This is an optimization exercise on Yosys and OpenROAD, whose aim is small area, a short achievable clock period and few clock cycles, not a production implementation. Function not checked in this run: the RTL went through the layout flow alone. No activity file was given, so power comes from the tool's default toggle rates.

===== flow/config.mk =====
export PLATFORM = sky130hd
export DESIGN_NAME = fcodec
export DESIGN_NICKNAME = fcodec
export VERILOG_FILES = /design/flow/design.v
export SDC_FILE = /design/flow/constraint.sdc
export NUM_CORES = 4
export LEC_CHECK = 0
export CAP_MARGIN = 20
export CORE_MARGIN = 2
export CORE_UTILIZATION = 40
export PLACE_DENSITY = 0.6
export SLEW_MARGIN = 20

===== flow/constraint.sdc =====
create_clock -name core_clock -period 8.0 [get_ports {clk}]
set_input_delay 1.6000 -clock core_clock [delete_from_list [all_inputs] [get_ports {clk}]]
set_output_delay 1.6000 -clock core_clock [all_outputs]
set_load 0.01 [all_outputs]

===== flow/design.v =====
module fcodec (
    input  wire         clk,
    input  wire         rst,             
    input  wire         cfg_variant_b,   
    input  wire         cfg_deadline,    
    input  wire [3:0]   cfg_retry_limit, 
    input  wire         cfg_rx_verify,
    input  wire         cfg_rx_unstuff,
    input  wire         cfg_b_countbyte, 
    input  wire         cmd_valid,
    output wire         cmd_ready,
    input  wire [7:0]   cmd_op,
    input  wire [2:0]   cmd_name,
    input  wire [7:0]   cmd_dev,
    input  wire [3:0]   cmd_count,
    input  wire [95:0]  cmd_values,      
    output reg          busy,
    output reg          done,
    output reg          err,
    output reg  [3:0]   fault,
    output reg  [1:0]   finfo,
    output reg  [2:0]   rcount,
    output reg          rvalid,
    output wire [101:0] rv,              
    output reg          tx_valid,
    input  wire         tx_ready,
    output reg  [7:0]   tx_data,
    output reg          tx_last,
    input  wire         tx_fail,         
    output reg          rx_req,          
    input  wire         rx_valid,
    input  wire [7:0]   rx_data,
    input  wire         rx_end,          
    input  wire [1:0]   rx_status        
);
    localparam [3:0] F_NONE = 4'd0, F_UNKNOWN = 4'd1, F_TIMEOUT = 4'd2,
                     F_TRANSPORT = 4'd3, F_MALFORMED = 4'd4, F_BADCOUNT = 4'd5,
                     F_CHECKSUM = 4'd6, F_ILLEGAL = 4'd7;
    localparam [7:0] OP_WRREG = 8'h01, OP_RDREG = 8'h02, OP_RESET = 8'h0F;
    reg        is_wr;
    reg [2:0]  name_r;
    reg [7:0]  dev_r;
    reg [2:0]  cnt;
    reg        vb, uns, cb, ver;
    reg        sb;           
    reg        waiting;      
    reg [3:0]  tries;
    reg [4:0]  gidx;         
    reg        gesc;         
    reg [7:0]  acc;          
    reg [7:0]  rxq;
    reg        rxvq;
    reg        rx_any;
    reg        found;
    reg        escp;
    reg [4:0]  kpos;         
    reg [7:0]  dsum;
    reg        cks_ok;
    reg [7:0]  lo_q;
    reg [16:0] rvr [0:5];
    integer i;
    assign cmd_ready = ~busy;
    genvar g;
    generate
        for (g = 0; g < 6; g = g + 1) begin : g_rv
            assign rv[17*g +: 17] = rvr[g];
        end
    endgenerate
    wire kill   = rst | (cmd_valid && cmd_op == OP_RESET);
    wire accept = cmd_valid && !busy;
    wire op_ok  = (cmd_op == OP_WRREG) || (cmd_op == OP_RDREG);
    wire cnt_ok = (cmd_count != 4'd0) && (cmd_count <= 4'd6);
    wire nm_ok  = (cmd_name <= 3'd4);
    wire [3:0] chk_fault = !op_ok ? F_ILLEGAL : !cnt_ok ? F_BADCOUNT :
                           !nm_ok ? F_UNKNOWN : F_NONE;
    reg [15:0] addr;
    always @(*) begin
        case (name_r)
            3'd0:    addr = 16'd1486;
            3'd1:    addr = 16'd1498;
            3'd2:    addr = 16'd1522;
            3'd3:    addr = 16'd1546;
            default: addr = 16'd1582;
        endcase
    end
    wire        cls     = (name_r == 3'd4);
    wire        nsb2    = vb && (cnt > 3'd4);
    wire [15:0] sb_addr = addr + (sb ? 16'd8 : 16'd0);
    wire [16:0] id_a    = {1'b0, sb_addr} + (is_wr ? 17'd4096 : 17'd0);
    wire [2:0]  nv_b    = sb ? (cnt - 3'd4) : ((cnt > 3'd4) ? 3'd4 : cnt);
    reg [4:0] ulen_m1;
    reg [4:0] cks_idx;
    always @(*) begin
        if (vb) begin
            ulen_m1 = 5'd20;
            cks_idx = 5'd18;
        end else if (is_wr) begin
            ulen_m1 = 5'd7 + {1'b0, cnt, 1'b0};
            cks_idx = 5'd7 + {1'b0, cnt, 1'b0};
        end else begin
            ulen_m1 = 5'd8;
            cks_idx = 5'd8;
        end
    end
    wire [15:0] v0 = rvr[0][15:0], v1 = rvr[1][15:0], v2 = rvr[2][15:0],
                v3 = rvr[3][15:0], v4 = rvr[4][15:0], v5 = rvr[5][15:0];
    wire [15:0] pb0 = sb ? v4 : v0;      
    wire [15:0] pb1 = sb ? v5 : v1;
    wire        bw1 = is_wr && (nv_b >= 3'd1);
    wire        bw2 = is_wr && (nv_b >= 3'd2);
    wire        bw3 = is_wr && (nv_b >= 3'd3);
    wire        bw4 = is_wr && (nv_b >= 3'd4);
    reg [7:0] nb;
    always @(*) begin
        nb = 8'h00;
        if (!vb) begin
            case (gidx)
                5'd0:  nb = 8'h90;
                5'd1:  nb = dev_r;
                5'd2:  nb = is_wr ? ({4'b0000, cnt, 1'b0} + 8'd3) : 8'h03;
                5'd3:  nb = is_wr ? 8'h12 : 8'h11;
                5'd4:  nb = addr[7:0];
                5'd5:  nb = addr[15:8];
                5'd6:  nb = is_wr ? v0[7:0] : 8'h0C;
                5'd7:  nb = v0[15:8];
                5'd8:  nb = v1[7:0];
                5'd9:  nb = v1[15:8];
                5'd10: nb = v2[7:0];
                5'd11: nb = v2[15:8];
                5'd12: nb = v3[7:0];
                5'd13: nb = v3[15:8];
                5'd14: nb = v4[7:0];
                5'd15: nb = v4[15:8];
                5'd16: nb = v5[7:0];
                5'd17: nb = v5[15:8];
                default: nb = 8'h00;
            endcase
        end else begin
            case (gidx)
                5'd0:  nb = 8'hAA;
                5'd1:  nb = 8'hFF;
                5'd2:  nb = {id_a[1:0], 6'h3F};
                5'd3:  nb = id_a[9:2];
                5'd4:  nb = {1'b0, id_a[16:10]};
                5'd5:  nb = bw1 ? pb0[7:0] : (!is_wr && cb) ? (sb ? 8'd4 : 8'd8) : 8'h00;
                5'd6:  nb = bw1 ? pb0[15:8] : 8'h00;
                5'd7:  nb = bw2 ? pb1[7:0]  : 8'h00;
                5'd8:  nb = bw2 ? pb1[15:8] : 8'h00;
                5'd9:  nb = bw3 ? v2[7:0]   : 8'h00;
                5'd10: nb = bw3 ? v2[15:8]  : 8'h00;
                5'd11: nb = bw4 ? v3[7:0]   : 8'h00;
                5'd12: nb = bw4 ? v3[15:8]  : 8'h00;
                5'd13: nb = is_wr ? {4'b0000, nv_b, 1'b0} : (cb ? 8'd1 : 8'd0);
                5'd15: nb = 8'h01;
                5'd18, 5'd19: nb = 8'h55;
                default: nb = 8'h00;
            endcase
        end
    end
    wire n_cks = vb ? (gidx == 5'd17) : (gidx == cks_idx - 5'd1);
    reg  [7:0] ub_q;     
    wire ub_reserved = (ub_q == 8'hAA) || (ub_q == 8'h55) || (ub_q == 8'hA5);
    wire g_stuff     = vb && (gidx >= 5'd2) && (gidx <= 5'd18) && !gesc && ub_reserved;
    wire g_in_cks    = (gidx >= 5'd2) && (gidx < cks_idx);
    wire [7:0] acc_n = acc + (g_in_cks ? ub_q : 8'h00);
    reg d_emit, d_found_n, d_escp_n;
    always @(*) begin
        d_emit    = 1'b0;
        d_found_n = found;
        d_escp_n  = escp;
        if (!vb) begin
            d_emit = 1'b1;
        end else if (!found) begin
            if (rxq == 8'hAA) begin
                d_emit    = 1'b1;
                d_found_n = 1'b1;
            end
        end else if (uns && (kpos >= 5'd2) && !escp && (rxq == 8'hA5)) begin
            d_escp_n = 1'b1;
        end else begin
            d_emit   = 1'b1;
            d_escp_n = 1'b0;
        end
    end
    wire [4:0] sum_hi   = vb ? 5'd17 : 5'd18;
    wire [4:0] kcks_pos = vb ? 5'd18 : 5'd19;
    wire [4:0] need     = vb ? (ver ? 5'd19 : 5'd14) : (ver ? 5'd20 : 5'd19);
    wire       d_take   = rxvq && d_emit;
    wire [4:0] kpos_n   = (d_take && kpos != 5'd31) ? kpos + 5'd1 : kpos;
    wire       found_n  = rxvq ? d_found_n : found;
    wire       any_n    = rx_any | rxvq;
    wire       cks_ok_n = (d_take && kpos == kcks_pos) ? (rxq == dsum) : cks_ok;
    wire       f_hi  = vb ? (kpos[0] && kpos >= 5'd7 && kpos <= 5'd13)
                          : (!kpos[0] && kpos >= 5'd8 && kpos <= 5'd18);
    wire [4:0] f_rel = vb ? (kpos - 5'd7) : (kpos - 5'd8);
    wire [2:0] f_k   = (vb && sb) ? (f_rel[3:1] + 3'd4) : f_rel[3:1];
    wire       f_wr  = d_take && f_hi && !is_wr && !(vb && sb && f_rel[3:1] >= 3'd2);
    wire [15:0] f_u  = {rxq, lo_q};
    wire [16:0] f_san = !cls ? ((f_u > 16'd6000) ? 17'd0 : {1'b0, f_u})
                             : ((f_u > 16'd32768) ? {1'b1, f_u} : {1'b0, f_u});
    wire rx_live = busy && waiting && !rx_req;
    task complete;
        input [3:0] code;
        input [1:0] info;
        begin
            fault <= code;
            finfo <= info;
            err   <= (code != F_NONE);
            done  <= 1'b1;
            busy  <= 1'b0;
        end
    endtask
    always @(posedge clk) begin
        rxq  <= rx_data;
        rxvq <= rx_valid && rx_live;
        if (!busy) begin
            vb     <= cfg_variant_b;
            uns    <= cfg_rx_unstuff;
            cb     <= cfg_b_countbyte;
            ver    <= cfg_rx_verify;
            is_wr  <= (cmd_op == OP_WRREG);
            name_r <= cmd_name;
            dev_r  <= cmd_dev;
            cnt    <= cmd_count[2:0];
            sb     <= 1'b0;
            waiting <= 1'b0;
        end
        if (!busy || !waiting)
            tries <= 4'd0;
        if (accept)
            for (i = 0; i < 6; i = i + 1)
                rvr[i] <= {1'b0, cmd_values[16*i +: 16]};
        if (!busy || waiting) begin
            tx_data <= (busy ? vb : cfg_variant_b) ? 8'hAA : 8'hEB;
            tx_last <= 1'b0;
            gidx    <= 5'd1;
            gesc    <= 1'b0;
            acc     <= 8'd0;
            ub_q    <= (busy ? vb : cfg_variant_b) ? 8'hAA : 8'h90;
        end else if (tx_ready && !tx_last) begin
            if (g_stuff) begin
                tx_data <= 8'hA5;
                gesc    <= 1'b1;
            end else begin
                tx_data <= ub_q;
                tx_last <= (gidx == ulen_m1);
                gesc    <= 1'b0;
                gidx    <= gidx + 5'd1;
                acc     <= acc_n;
                ub_q    <= n_cks ? acc_n : nb;
            end
        end
        if (rx_req) begin
            rx_any <= 1'b0;
            found  <= 1'b0;
            escp   <= 1'b0;
            kpos   <= 5'd0;
            dsum   <= 8'd0;
            cks_ok <= 1'b0;
        end else if (rxvq) begin
            rx_any <= 1'b1;
            found  <= d_found_n;
            escp   <= d_escp_n;
            if (d_emit) begin
                kpos <= kpos_n;
                lo_q <= rxq;
                if (kpos >= 5'd2 && kpos <= sum_hi)
                    dsum <= dsum + rxq;
                cks_ok <= cks_ok_n;
            end
        end
        if (f_wr)
            rvr[f_k] <= f_san;
        if (kill) begin
            busy     <= 1'b0;
            done     <= 1'b0;
            err      <= 1'b0;
            fault    <= F_NONE;
            finfo    <= 2'd0;
            rcount   <= 3'd0;
            rvalid   <= 1'b0;
            tx_valid <= 1'b0;
            rx_req   <= 1'b0;
        end else if (!busy) begin
            if (cmd_valid) begin
                rvalid   <= 1'b0;
                rcount   <= 3'd0;
                finfo    <= 2'd0;
                fault    <= chk_fault;
                err      <= (chk_fault != F_NONE);
                done     <= (chk_fault != F_NONE);
                busy     <= (chk_fault == F_NONE);
                tx_valid <= (chk_fault == F_NONE);
            end
        end else if (!waiting) begin
            if (tx_ready && tx_last) begin
                tx_valid <= 1'b0;
                if (tx_fail) begin
                    complete(F_TRANSPORT, {sb, sb});
                end else begin
                    waiting <= 1'b1;
                    rx_req  <= 1'b1;
                end
            end
        end else begin
            rx_req <= 1'b0;
            if (rx_end && !rx_req) begin
                if (rx_status[1]) begin
                    complete(F_TRANSPORT, {1'b1, sb});
                end else if (rx_status[0] || !any_n) begin
                    if (cfg_deadline) begin
                        complete(F_TIMEOUT, {1'b1, sb});
                    end else if (cfg_retry_limit != 4'd0 &&
                                 ({1'b0, tries} + 5'd1) >= {1'b0, cfg_retry_limit}) begin
                        complete(F_TIMEOUT, {1'b1, sb});
                    end else begin
                        tries  <= tries + 4'd1;
                        rx_req <= 1'b1;
                    end
                end else if (!is_wr && vb && !found_n) begin
                    complete(F_MALFORMED, {1'b1, sb});
                end else if (!is_wr && kpos_n < need) begin
                    complete(F_MALFORMED, {1'b1, sb});
                end else if (!is_wr && ver && !cks_ok_n) begin
                    complete(F_CHECKSUM, {1'b1, sb});
                end else if (!sb && nsb2) begin
                    sb       <= 1'b1;
                    tx_valid <= 1'b1;
                    waiting  <= 1'b0;
                end else begin
                    complete(F_NONE, 2'b00);
                    if (!is_wr) begin
                        rvalid <= 1'b1;
                        rcount <= cnt;
                    end
                end
            end
        end
    end
endmodule

===== flow/run.sh =====
#!/bin/bash
# synth_recipe.tcl (not shown) runs the flow's synth.tcl, then flattens the netlist and writes it again
# the make line also repeats each setting of config.mk as NAME=value (left out here)
make -C /OpenROAD-flow-scripts/flow DESIGN_CONFIG=/design/flow/config.mk WORK_HOME=/design/flow/orfs CLKGATE_MAP_FILE= SYNTH_SCRIPT=/design/flow/synth_recipe.tcl finish

==> run notes <==
-- cell families (layout without fill, tap and decap cells) --
kind of cell | Yosys count | after routing | synth area share, %
AO/OA/AOI/OAI | 271 | 271 | 16.0
adder cells (fa/ha/maj) | 49 | 49 | 5.06
multiplexers | 140 | 140 | 12.3
buffers and inverters | 110 | 384 | 3.65
AND/OR/NAND/NOR | 345 | 345 | 15.6
other | 1 | 2 | 0.0302
XOR/XNOR | 34 | 34 | 2.52
flip-flops | 206 | 206 | 44.9
-- sequential cells by signal, summed over array words and instances, names as in the netlist, 2 cells and up --
signal   cells
rvr        102
ub_q         8
kpos         5
gidx         5
cnt          3
name_r       3
dsum         8
rxq          8
fault        3
dev_r        8
lo_q         8
acc          8
rcount       3
tx_data      8
finfo        2
tries        4
-- through the flow --
| step | instances | util, % | power (mW) | cell area (um2) | hold slack, ns |
|---|---|---|---|---|---|
| finish | 1827 | 53.4 | 2.69 | 16300 | 0.460 |
| global route | 1826 | 53.4 | 2.77 | 16300 | 0.489 |
| CTS | 1825 | 53.3 | 2.70 | 16300 | 0.459 |
| detailed placement | 1779 | 50.8 | 1.61 | 15500 | 0.446 |
| global placement | 1779 | 50.7 | 1.61 | 15500 | 0.432 |
| floorplan | 1156 | - | 1.38 | 12400 | 0.423 |
-- layout by cell type, fill, tap and decap left out, types with 13 or more instances in the layout --
cell and instances:
sky130_fd_sc_hd__nor4_1 13, sky130_fd_sc_hd__dfxtp_1 61, sky130_fd_sc_hd__a22oi_1 28, sky130_fd_sc_hd__clkdlybuf4s50_1 270, sky130_fd_sc_hd__and2_1 13, sky130_fd_sc_hd__nor2_1 63, sky130_fd_sc_hd__edfxtp_1 144, sky130_fd_sc_hd__nand3_1 27
sky130_fd_sc_hd__nor3_1 17, sky130_fd_sc_hd__mux2_2 98, sky130_fd_sc_hd__nor2b_1 17, sky130_fd_sc_hd__a21oi_1 32, sky130_fd_sc_hd__xnor2_1 21, sky130_fd_sc_hd__mux2i_1 40, sky130_fd_sc_hd__a221oi_1 15, sky130_fd_sc_hd__nand2_1 85
sky130_fd_sc_hd__clkbuf_16 26, sky130_fd_sc_hd__and3_1 15, sky130_fd_sc_hd__a211oi_1 13, sky130_fd_sc_hd__buf_4 26, sky130_fd_sc_hd__inv_1 42, sky130_fd_sc_hd__o21ai_0 45, sky130_fd_sc_hd__ha_1 47
-- tightest hold or removal path: stages, from the launching register on --
cell                      delay (ns)
sky130_fd_sc_hd__dfxtp_1        0.33
sky130_fd_sc_hd__nand2_1        0.05
sky130_fd_sc_hd__o21ai_0        0.05
-- power by group through the flow --
stage / sequential [mW] / clock (mW) / combinational (mW)
floorplan: 1.27 / 0 / 0.111
global route: 1.27 / 1.15 / 0.342
CTS: 1.27 / 1.11 / 0.320
finish: 1.27 / 1.10 / 0.320
detailed placement: 1.29 / 0 / 0.318
global placement: 1.29 / 0 / 0.316
-- routing by layer --
metal / wire [um] / share of wire (%) / track usage (%)
met1: 19500 / 41 / 36.4
met2: 21800 / 46 / 45.7
met3: 4170 / 8.7 / 7.42
met4: 2340 / 4.9 / 12.6
met5: 13 / 0.027 / 0
-- cell usage after synthesis, types with 8 or more instances --
cell type and count:
sky130_fd_sc_hd__and2_1 13, sky130_fd_sc_hd__a22oi_1 28, sky130_fd_sc_hd__nor4bb_1 9, sky130_fd_sc_hd__and3_1 15, sky130_fd_sc_hd__nand4_1 12, sky130_fd_sc_hd__xor2_1 12
sky130_fd_sc_hd__a21oi_1 32, sky130_fd_sc_hd__clkbuf_1 43, sky130_fd_sc_hd__inv_1 42, sky130_fd_sc_hd__dfxtp_1 62, sky130_fd_sc_hd__buf_2 17, sky130_fd_sc_hd__mux2i_1 40
sky130_fd_sc_hd__xnor2_1 21, sky130_fd_sc_hd__nor4_1 13, sky130_fd_sc_hd__mux2_2 98, sky130_fd_sc_hd__edfxtp_1 144, sky130_fd_sc_hd__nor2_1 63, sky130_fd_sc_hd__nor2b_1 17
sky130_fd_sc_hd__a211oi_1 13, sky130_fd_sc_hd__nor3_1 17, sky130_fd_sc_hd__nand3_1 27, sky130_fd_sc_hd__a31oi_1 12, sky130_fd_sc_hd__a22o_1 12, sky130_fd_sc_hd__nand2_1 85
sky130_fd_sc_hd__nand2b_1 12, sky130_fd_sc_hd__o2111ai_1 10, sky130_fd_sc_hd__o211ai_1 12, sky130_fd_sc_hd__a221oi_1 15, sky130_fd_sc_hd__o21ai_0 45, sky130_fd_sc_hd__o22ai_1 8
sky130_fd_sc_hd__ha_1 47
-- final cells by class --
type,count,area share [%]
antenna,1,0.0153
clock buffer,39,4.59
clock inverter,7,0.238
inverter,42,0.966
multi-input combinational,840,39.3
sequential,206,34.1
tap,396,3.03
timing repair buffer,296,17.7
-- worst max-delay path by stage --
stage | startpoint | end | slack, ns | cells after the start
floorplan | is_wr$_DFFE_PN_ | ub_q[7]$_SDFFCE_PN1P_ | 3.46 | 19
global placement | is_wr$_DFFE_PN_ | ub_q[7]$_SDFFCE_PN1P_ | 3.47 | 17
detailed placement | is_wr$_DFFE_PN_ | ub_q[7]$_SDFFCE_PN1P_ | 3.35 | 17
CTS | is_wr$_DFFE_PN_ | ub_q[7]$_SDFFCE_PN1P_ | 3.33 | 17
global route | is_wr$_DFFE_PN_ | ub_q[7]$_SDFFCE_PN1P_ | 2.93 | 17
finish | is_wr$_DFFE_PN_ | ub_q[7]$_SDFFCE_PN1P_ | 3.27 | 17
==> impl_metrics.env <==
export IMPL_synth_net_count=1350
export IMPL_crit_reg2reg_launch="is_wr$_DFFE_PN_"
export IMPL_drt_drc_violations_left=0
export IMPL_finalWeightedCongestion=0.978
export IMPL_synth_ff_type="sky130_fd_sc_hd__edfxtp_1"
export IMPL_clock_pin_slew_worst_setup_and_hold_paths_ns=0.06
export IMPL_die_area_um2=32400
export IMPL_synth_top_cells_by_area="sky130_fd_sc_hd__edfxtp_1 35%, sky130_fd_sc_hd__dfxtp_1 10%, sky130_fd_sc_hd__mux2_2 8.9%"
export IMPL_intPower_mw=2.02
export IMPL_initial_antenna_violation_count=3
export IMPL_yosysWarnings=1
export IMPL_chipWidth_um=180
export IMPL_multi_input_gate_area_in_the_final_layout_um2=6420
export IMPL_cp_cell_sequence="inv_1 -> o21ai_0 -> ha_1 -> nand2_1 -> a21oi_1 -> a2111oi_1 -> buf_4 -> nand2_1 -> inv_1 -> ha_1 -> a21o_1 -> a21oi_1 -> o21ai_0 -> o211ai_1 -> a21oi_1 -> xor3_1 -> a31oi_1"
export IMPL_final_seq_area_um2=5570
export IMPL_num_vias=11000
export IMPL_critPathMostFrequentCell="sky130_fd_sc_hd__a21oi_1"
export IMPL_reg2regPathDepth=17
export IMPL_tritoncts_num_sinks=206
export IMPL_finalWorstSetupSlack_ns=3.27
export IMPL_postSynthCellCount=1156
export IMPL_cts_root_to_sink_buffers=3
export IMPL_rsz0062_at_grt="false"
export IMPL_wire_length_of_the_first_global_routing_pass_um=70400
export IMPL_global_route_usage_total_pct=28.5
export IMPL_avgRoutedWirePerCell_um=26.2
export IMPL_port_buffers=270
export IMPL_crit_slowest_cell="sky130_fd_sc_hd__edfxtp_1"
export IMPL_areaGrowthSynthToFinish_pct=31.6
export IMPL_pre_cts_ws_ns=3.35
export IMPL_timing_setup_tns_ns=0
export IMPL_cts_root_buffer="sky130_fd_sc_hd__clkbuf_16"
export IMPL_detailedRoute_firstPassIterationCount=8
export IMPL_via_per_inst=6.04
export IMPL_post_route_cells_drive_above_1_share_pct=13.8
export IMPL_synth_seq_area_share_pct=44.9
export IMPL_required_ns=8.38
export IMPL_static_leakage_nw=5.93
export IMPL_worst_slew_pin_slew_ns=1.13
export IMPL_startpoint_class_of_the_critical_path="flop"
export IMPL_maximum_vdd_ir_drop_v=0.000136
export IMPL_core_box_area_um2=30600
export IMPL_final_hold_violation_count=0
export IMPL_grt_max_degree=41
export IMPL_num_io_pins=272
export IMPL_gr_total_overflow=0
export IMPL_timing_clock_skew_ns=0.0190
export IMPL_postSynth_asyncResetShare_pct=0
export IMPL_max_clock_freq_ghz=0.211
export IMPL_outcome="no timing/DRC/antenna violations"
export IMPL_worst_path_max_fanout=28
export IMPL_synth_largest_area_cell="sky130_fd_sc_hd__edfxtp_1"
export IMPL_fin_crit_ns=4.73
export IMPL_setup_viol=0
export IMPL_row_count=64
export IMPL_min_delay_start="acc[6]$_SDFFE_PN0P_"
export IMPL_crit_path_end_kind="flop"
export IMPL_final_period_utilization_pct=59.2
export IMPL_drt_total_wl_um=47800
export IMPL_final_hpwl_dp_um=36400
export IMPL_tritoncts="done"
export IMPL_timing_hold_worst_endpoint="acc[6]$_SDFFE_PN0P_"
export IMPL_synth_cell_area_um2=12400
export IMPL_num_fill_cells=2709
export IMPL_total_switching_power_mw=0.668
export IMPL_crit_type="flop to flop"
export IMPL_synth_avg_cell_area_um2=10.7
export IMPL_first_iter_violations=1067
export IMPL_worst_slew_slack_as_a_fraction_of_its_limit_pct=24.9
export IMPL_synthDominantCellAreaShare_pct=34.9
export IMPL_clock_insertion_delay_worst_skew_ns=0.55
export IMPL_design_final_nets=1605
export IMPL_seq_power_share_pct=47.3
export IMPL_via_count_of_the_first_global_routing_pass=11000
export IMPL_route_antenna_remaining_nets=0
export IMPL_maxCapViolations=0
export IMPL_share_clk_of_total_power_pct=40.8
export IMPL_cts_repair_resized=0
export IMPL_comb_pwr_share_pct=11.9
export IMPL_post_cts_setup_buffer_count=0
export IMPL_initial_core_util_pct=40.6
export IMPL_die_height_um=180
export IMPL_synth_cell_type_count=92
export IMPL_synth_edff_count=144
export IMPL_cts_hold_fix_buffers=0
export IMPL_worst_path_largest_cell_delay_ns=1.09
export IMPL_r2r_setup_slack_ns=3.27
export IMPL_timing_critical_path_max_delay_family="compound AO/OA/AOI/OAI gates"
export IMPL_timing_max_transition_violations_final=0
export IMPL_ys_ff_latch=206
export IMPL_h_tree_depth=1
export IMPL_timing_critical_path_buf_inv=3
export IMPL_critPathArrivalTime_ns=5.11
export IMPL_power_share_switching_pct=24.9
export IMPL_crit_reg2reg_capture="ub_q[7]$_SDFFCE_PN1P_"
export IMPL_worstHoldPathCells=2
export IMPL_power_density_relative_to_cell_area_nw_per_um2=165
export IMPL_cts_made_buffers=25
export IMPL_min_delay_path_class="flop to flop"

==> separate check: timing with driven ports <==
In the flow no input, the clock included, has a driving cell. The finished layout below was timed again as built, in two steps.
Step 1, drivers: a clkbuf_16 drives clk and a buf_2 each remaining input, both assumed.
Step 2 moves the port delays by t, midway between the first and last clock arrival at a register: inputs arrive t later, outputs are due t later. That takes back most of the time a late clock gives input paths.
a / b / c = ideal ports / drivers / drivers and shift; a / b = the first two.
t, ns: 0.589
slack for setup (ns): 3.266 / 3.266 / 3.266
cell pins on the clock port's net: 1
After both steps setup and hold are still met in this run. For this run, drivers alone change the setup slack by 0.000 ns; drivers and shift together by 0.000 ns.
